Context: an optimization exercise on an open-source flow, tuned for small area, a short achievable clock period and few clock cycles per item. The choices shown serve that exercise and are no tape-out recipe. At most, simulation tests tie the RTL to the original design; equivalence was not proved.

==> module erf_crc0, before the edit <==
module erf_crc0 (
    input  wire        clk,
    input  wire        rst,
    input  wire        in_valid,
    output reg         in_ready,
    input  wire [1:0]  in_op,
    input  wire [15:0] in_data,
    output reg         out_valid,
    input  wire        out_ready,
    output reg  [15:0] out_crc
);
    localparam [1:0] OP_BUILD  = 2'd0;
    localparam [1:0] OP_SEED   = 2'd1;
    localparam [1:0] OP_BYTE   = 2'd2;
    localparam [1:0] OP_FINISH = 2'd3;
    function [7:1] quot_inv;
        input [15:9] p;
        reg   [7:0]  a, f, g, r;
        integer      i, j;
        begin
            a = {p[9], p[10], p[11], p[12], p[13], p[14], p[15], 1'b1};   
            f = {1'b0, p[13], 1'b0, p[14], 1'b0, p[15], 1'b0, 1'b1};     
            g = {3'b000, p[15], 4'b0001};                                
            r = 8'h00;
            for (i = 0; i < 8; i = i + 1)
                for (j = 0; j <= i; j = j + 1)
                    r[i] = r[i] ^ (a[j] & f[i-j]);
            a = r;
            r = 8'h00;
            for (i = 0; i < 8; i = i + 1)
                for (j = 0; j <= i; j = j + 1)
                    r[i] = r[i] ^ (a[j] & g[i-j]);
            quot_inv = r[7:1];
        end
    endfunction
    function [15:0] table_of;
        input [15:0] poly;
        input [7:0]  h;
        input [7:0]  x;
        reg   [7:0]  q;      
        reg   [15:0] r;
        integer      i, m;
        begin
            for (i = 0; i < 8; i = i + 1) begin
                q[7-i] = 1'b0;
                for (m = 0; m <= i; m = m + 1)
                    q[7-i] = q[7-i] ^ (h[i-m] & x[7-m]);
            end
            r = 16'h0000;
            for (i = 0; i < 8; i = i + 1)
                r = r ^ ({16{q[7-i]}} & (poly << (7 - i)));
            table_of = r;
        end
    endfunction
    reg [15:0] poly;
    reg [7:1]  hq;
    reg [15:0] seed;
    reg [7:0]  s_x;
    reg [7:0]  crc_lo;
    reg [7:0]  s_b;
    reg        run_z;
    wire [7:0]  run_hi  = run_z ? 8'h00 : (s_x ^ s_b);
    wire [15:0] crc_run = {run_hi, crc_lo};
    reg        s_byte;      
    reg        s_restart;   
    reg        s_fin;       
    wire accept   = in_valid && in_ready;
    wire fin_exec = s_fin && !out_valid;
    wire restart  = fin_exec || s_restart;
    wire [15:0] tx = table_of(poly, {hq, 1'b1} & {8{s_byte}}, s_x);
    reg [15:0] run_base;
    always @(*) begin
        if (s_byte)
            run_base = {crc_run[7:0], 8'h00};
        else if (restart)
            run_base = seed;
        else
            run_base = crc_run;
    end
    wire s_fin_d     = (accept && in_op == OP_FINISH) || (s_fin && out_valid);
    wire out_valid_d = fin_exec || (out_valid && !out_ready);
    always @(posedge clk) begin
        if (accept && in_op == OP_BUILD)
            poly <= in_data;
        hq <= quot_inv(poly[15:9]);
        s_x <= (run_base[15:8] ^ in_data[7:0]) ^ tx[15:8];
        s_b <= in_data[7:0];
        if (fin_exec)
            out_crc <= crc_run;
    end
    always @(posedge clk) begin
        if (rst) begin
            seed      <= 16'h0000;
            crc_lo    <= 8'h00;
            run_z     <= 1'b1;
            s_byte    <= 1'b0;
            s_restart <= 1'b0;
            s_fin     <= 1'b0;
            out_valid <= 1'b0;
            in_ready  <= 1'b1;
        end else begin
            if (accept && in_op == OP_SEED)
                seed <= in_data;
            crc_lo    <= run_base[7:0] ^ tx[7:0];
            if (s_byte || restart)
                run_z <= 1'b0;
            s_byte    <= accept && in_op == OP_BYTE;
            s_restart <= accept && !in_op[1];
            s_fin     <= s_fin_d;
            out_valid <= out_valid_d;
            in_ready  <= !(s_fin_d && out_valid_d);
        end
    end
endmodule
==> flow/config.mk <==
export PLATFORM = sky130hd
export DESIGN_NAME = erf_crc0
export DESIGN_NICKNAME = erf_crc0
export VERILOG_FILES = /design/flow/design.v
export SDC_FILE = /design/flow/constraint.sdc
export NUM_CORES = 4
export LEC_CHECK = 0
export CAP_MARGIN = 20
export CORE_MARGIN = 2
export CORE_UTILIZATION = 40
export PLACE_DENSITY = 0.6
export SLEW_MARGIN = 20
export SYNTH_MEMORY_MAX_BITS = 8192
==> flow/constraint.sdc <==
create_clock -name core_clock -period 8.0 [get_ports {clk}]
set_input_delay 1.6000 -clock core_clock [delete_from_list [all_inputs] [get_ports {clk}]]
set_output_delay 1.6000 -clock core_clock [all_outputs]
set_load 0.01 [all_outputs]
standard.sh (not shown) runs the stock make flow with config.mk's settings and CLKGATE_MAP_FILE= SYNTH_SCRIPT=/design/flow/synth_recipe.tcl, a recipe that flattens the netlist after the stock synthesis.
==> flow/flow/run.sh <==
#!/bin/bash
# The standard layout (the standard.sh, unchanged synthesis) with three
# changes to how ORFS builds it:
#   - port buffers use buf_1 instead of the default clkdlybuf4s50_1
#   - clock tree synthesis without dummy loads, with clkbuf_4/clkbuf_8
#     and clusters of up to 30 sinks
set -euo pipefail
export SETUP_SLACK_MARGIN=5.5
export BUFFER_PORTS_ARGS="-buffer_cell sky130_fd_sc_hd__buf_1"
export CTS_ARGS="-sink_clustering_enable -repair_clock_nets -dont_use_dummy_load -buf_list {sky130_fd_sc_hd__clkbuf_4 sky130_fd_sc_hd__clkbuf_8} -sink_clustering_size 30"
bash standard.sh > standard.log 2>&1
Testbench counts at the start, summed over its fixed seeds: cycles 20,140, bytes 18,751.
Next try:
--- a/flow/design.v
+++ b/flow/design.v
@@ -56,11 +56,10 @@
     reg [7:1]  hq;
     reg [15:0] seed;
     reg [7:0]  s_x;
     reg [7:0]  crc_lo;
-    reg [7:0]  s_b;
     reg        run_z;
-    wire [7:0]  run_hi  = run_z ? 8'h00 : (s_x ^ s_b);
+    wire [7:0]  run_hi  = run_z ? 8'h00 : s_x;
     wire [15:0] crc_run = {run_hi, crc_lo};
     reg        s_byte;      
     reg        s_restart;   
     reg        s_fin;       
@@ -82,10 +81,9 @@
     always @(posedge clk) begin
         if (accept && in_op == OP_BUILD)
             poly <= in_data;
         hq <= quot_inv(poly[15:9]);
-        s_x <= (run_base[15:8] ^ in_data[7:0]) ^ tx[15:8];
-        s_b <= in_data[7:0];
+        s_x <= (run_base[15:8] ^ (in_data[7:0] & {8{accept && in_op == OP_BYTE}})) ^ tx[15:8];
         if (fin_exec)
             out_crc <= crc_run;
     end
     always @(posedge clk) begin
Synthesized area drops by 1.4%.
Cell area climbs by 2.5%.
Sequential cell count drops by 8.
Utilization climbs by 1.5 points.
Synthesized cell count drops by 3.0%.
Setup slack loses 0.31 ns.
Wire length climbs by 4.5%.
Clock skew drops by 0.013 ns.
For the second run of this note, only the layout was checked, not whether the RTL still works.

## re-timing with driven ports
The flow's constraints put no driver on any port. The routed layouts listed below were extracted and timed again, unchanged, in two steps.
Step 1, drivers: a clkbuf_16 drives clk and a buf_2 each remaining input, both assumed.
Step 2 moves the port delays by t, midway between the first and last clock arrival at a register: inputs arrive t later, outputs are due t later. That takes back most of the time a late clock gives input paths.
Three values: ideal, step 1, step 2; two values: the first two.
| run | t (ns) | slack for setup (ns) | hold slack, ns | clock arrival spread, ns | slew at the worst register clock pin (ns) |
|---|---|---|---|---|---|
| the first run | 0.389 | 5.493 / 5.459 / 5.225 | 0.458 / 0.458 / 0.458 | 0.036 / 0.036 | 0.10 / 0.10 |
| the second run | 0.381 | 5.185 / 5.173 / 4.792 | 0.465 / 0.465 / 0.465 | 0.024 / 0.024 | 0.08 / 0.08 |
After both steps every run listed still meets setup and hold. For the second run, which loses most, drivers alone change the setup slack by -0.012 ns; drivers and shift together by -0.393 ns.
